Context: an optimization exercise on an open-source flow, tuned for small area, a short achievable clock period and few clock cycles per item. The choices shown serve that exercise and are no tape-out recipe.
At most, simulation tests tie the RTL to the original design; equivalence was not proved.
Power is estimated from default activity; no workload was simulated.

## rle_codec
module rle_codec (
    input  wire        clk,
    input  wire        rst,
    input  wire        enc_in_valid,
    output wire        enc_in_ready,
    input  wire [31:0] enc_in_data,
    input  wire [2:0]  enc_in_bytes,
    input  wire        enc_in_last,
    output wire        enc_out_valid,
    input  wire        enc_out_ready,
    output wire [15:0] enc_out_desc,
    output wire        enc_out_last,
    input  wire        dec_in_valid,
    output wire        dec_in_ready,
    input  wire [15:0] dec_in_desc,
    input  wire        dec_in_last,
    output wire        dec_out_valid,
    input  wire        dec_out_ready,
    output wire [31:0] dec_out_data,
    output wire [2:0]  dec_out_bytes,
    output wire        dec_out_last
);
Settings: LEC_CHECK=0, CAP_MARGIN=20, CORE_MARGIN=2, CORE_UTILIZATION=40, CTS_BUF_LIST=sky130_fd_sc_hd__clkbuf_4 sky130_fd_sc_hd__clkbuf_8, CTS_CLUSTER_DIAMETER=100, CTS_CLUSTER_SIZE=40, SETUP_SLACK_MARGIN=3.5, SLEW_MARGIN=20; clock period 6.0 ns.
standard.sh (not shown) runs the stock make flow with config.mk's settings and CLKGATE_MAP_FILE= SYNTH_SCRIPT=/design/flow/synth_recipe.tcl, a recipe that flattens the netlist after the stock synthesis.
==> flow/flow/run.sh <==
#!/bin/bash
set -euo pipefail
export BUFFER_PORTS_ARGS="-buffer_cell sky130_fd_sc_hd__buf_1"
bash standard.sh > standard_make.log 2>&1
The starting point completed without violations.
Testbench counts at the start, summed over its fixed seeds: cycles 28,756, bytes 104,336.
==> next run, changes <==
Settings changed: CORE_UTILIZATION 40 to 45, CTS_CLUSTER_DIAMETER 100 to unset, CTS_CLUSTER_SIZE 40 to unset.
What happened: First-iteration DRC count came out lower by 4.8%; global-route usage came out higher by 4.2 points; cell count came out lower by 2.9%; clock power hardly moves; core utilization came out higher by 5.1 points; power came out higher by 0.57%; via count came out higher by 3.0%; worst setup slack gets worse by 23 ps; non-clock buffer count came out higher by 2.


Starting RTL as in the previous note.
==> flow/config.mk <==
export PLATFORM = sky130hd
export DESIGN_NAME = rle_codec
export DESIGN_NICKNAME = rle_codec
export VERILOG_FILES = /design/flow/design.v
export SDC_FILE = /design/flow/constraint.sdc
export NUM_CORES = 4
export LEC_CHECK = 0
export ABC_CLOCK_PERIOD_IN_PS = 2500
export CAP_MARGIN = 20
export CORE_MARGIN = 2
export CORE_UTILIZATION = 40
export CTS_BUF_LIST = sky130_fd_sc_hd__clkbuf_4 sky130_fd_sc_hd__clkbuf_8
export SETUP_SLACK_MARGIN = 3.5
export SLEW_MARGIN = 20
==> flow/constraint.sdc <==
create_clock -name core_clock -period 6.0 [get_ports {clk}]
set_input_delay 1.2000 -clock core_clock [delete_from_list [all_inputs] [get_ports {clk}]]
set_output_delay 1.2000 -clock core_clock [all_outputs]
set_load 0.01 [all_outputs]
Scripts as last shown in full above: flow/flow/run.sh
The first run ran to the end with no violations.
Testbench counts at the start, summed over its fixed seeds: cycles 28,756, bytes 104,336.
Then changed:
- ABC_CLOCK_PERIOD_IN_PS: 2500 -> unset
- SETUP_SLACK_MARGIN: 3.5 -> 3.7
Via count is higher by 4.6%.
Power is higher by 8.2%.
Global-route usage is higher by 1.4 points.
Fmax is lower by 0.37%.
Synthesized area does not change.
Clock power is higher by 8.0%.
First-iteration DRC count is higher by 32%.
Utilization is higher by 4.6 points.
Setup slack got worse by 9.1 ps.
Final cell count is higher by 4.7%.
Routed wire length is higher by 7.7%.


rle_codec, a different RTL version from the one above (not shown whole).
Size: ~150 flip-flops, ~120 I/O pins, about 7500 um^2 of cells after synthesis.
Settings: LEC_CHECK=0, CAP_MARGIN=20, CORE_MARGIN=2, CORE_UTILIZATION=60, CTS_BUF_LIST=sky130_fd_sc_hd__clkbuf_4 sky130_fd_sc_hd__clkbuf_8, SETUP_SLACK_MARGIN=3.3, SLEW_MARGIN=20; clock period 6.0 ns.
Scripts as last shown in full above: flow/flow/run.sh
Testbench counts at the start, summed over its fixed seeds: cycles 28,743, bytes 104,336.
Change:
- CORE_UTILIZATION: 60 -> 40
Effect:
- total power drops by 3.6%
- cell area is about the same
- worst setup slack gains 110 ps
- cell count climbs by 6.5%
- register-to-register slack gains 40 ps
- wire length drops by 2.0%
- sequential power stays flat
- hold slack barely changes


rle_codec with an RTL version that a note above also has.
For scale: roughly 730 cells after synthesis, ~120 I/O pins.
## rle_codec
module rle_codec (
    input  wire        clk,
    input  wire        rst,
    input  wire        enc_in_valid,
    output wire        enc_in_ready,
    input  wire [31:0] enc_in_data,
    input  wire [2:0]  enc_in_bytes,
    input  wire        enc_in_last,
    output wire        enc_out_valid,
    input  wire        enc_out_ready,
    output wire [15:0] enc_out_desc,
    output wire        enc_out_last,
    input  wire        dec_in_valid,
    output wire        dec_in_ready,
    input  wire [15:0] dec_in_desc,
    input  wire        dec_in_last,
    output wire        dec_out_valid,
    input  wire        dec_out_ready,
    output wire [31:0] dec_out_data,
    output wire [2:0]  dec_out_bytes,
    output wire        dec_out_last
);
Settings: LEC_CHECK=0, ABC_CLOCK_PERIOD_IN_PS=1800, CAP_MARGIN=20, CORE_MARGIN=2, CORE_UTILIZATION=40, CTS_BUF_LIST=sky130_fd_sc_hd__clkbuf_4 sky130_fd_sc_hd__clkbuf_8, SETUP_SLACK_MARGIN=3.5, SLEW_MARGIN=20; clock period 6.0 ns.
Scripts as last shown in full above: flow/flow/run.sh
Testbench counts at the start, summed over its fixed seeds: cycles 28,756, bytes 104,336.
Change:
- ABC_CLOCK_PERIOD_IN_PS: 1800 -> default
After rerunning:
- The changed run passed the timing, DRC and antenna checks
- via count does not change
- utilization stays the same
- worst setup slack is unchanged
- total power does not change
- area after synthesis does not change
- routed wire length is unchanged


rle_codec, a different RTL version from the one above (not shown whole).
For scale: ~700 cells after synthesis, ~150 flip-flops, roughly 120 I/O pins, about 7600 sq um of cells after synthesis.
make LEC_CHECK=0 CAP_MARGIN=20 CORE_MARGIN=2 CORE_UTILIZATION=40 SETUP_SLACK_MARGIN=3.3 SLEW_MARGIN=20 finish   # period 6.0 ns
run.sh (not shown) runs the stock make flow with config.mk's settings and CLKGATE_MAP_FILE= SYNTH_SCRIPT=/design/flow/synth_recipe.tcl, a recipe that flattens the netlist after the stock synthesis.
Stock flow here: none of the scripts above is used.
The starting point completed without violations.
Edit:
--- a/flow/config.mk
+++ b/flow/config.mk
@@ -9,4 +9,4 @@
 export CORE_MARGIN = 2
 export CORE_UTILIZATION = 40
-export SETUP_SLACK_MARGIN = 3.3
+export SETUP_SLACK_MARGIN = 3.5
 export SLEW_MARGIN = 20
Synthesized area stays the same.
Combinational power rose by 22%.
Maximum frequency rose by 3.5%.
Power rose by about 5.6%.
Die area stays the same.
Worst setup slack gets better by 93 ps.
Function was not checked in any run of this note: the RTL went through the layout flow alone.

[port drivers added, routing unchanged]
The results above use ideal ports. As a check the final layouts listed here were re-extracted and re-timed, cells and wires unchanged. Step 1 sets driving cells, clkbuf_16 on the clock port and buf_2 on the other inputs (assumed; they add their load-dependent delay and slew). Step 2 adds t to the input delays and takes it off the output delays; t is the mean of the earliest and latest rising clock arrival at the registers after step 1. Input paths then give back, and output paths get back, about the clock's delay inside the block. a / b / c = ideal / step 1 / step 2; a / b = the first two.
run	shift t [ns]	setup WS [ns]	clock arrival spread, ns	worst data-port slew with drivers (ns)
the first run of note 1	0.492	3.557 / 3.530 / 3.104	0.018 / 0.018	0.03
the second run of note 1	0.490	3.534 / 3.534 / 3.112	0.016 / 0.017	0.03
the first run of note 2	0.492	3.557 / 3.530 / 3.104	0.018 / 0.018	0.03
the second run of note 2	0.498	3.548 / 3.548 / 3.154	0.018 / 0.019	0.04
the first run of note 3	0.476	3.173 / 3.190 / 2.714	0.010 / 0.011	0.04
the second run of note 3	0.502	3.287 / 3.287 / 2.812	0.018 / 0.019	0.05
the first run of note 4	0.492	3.557 / 3.530 / 3.104	0.018 / 0.018	0.03
the second run of note 4	0.492	3.557 / 3.530 / 3.104	0.018 / 0.018	0.03
the first run of note 5	0.482	3.268 / 3.268 / 2.917	0.011 / 0.011	0.04
the second run of note 5	0.475	3.360 / 3.360 / 3.010	0.012 / 0.013	0.05
After both steps every run listed still meets setup and hold. For the second run of note 3, which loses most, drivers alone change the setup slack by 0.000 ns; drivers and shift together by -0.475 ns.
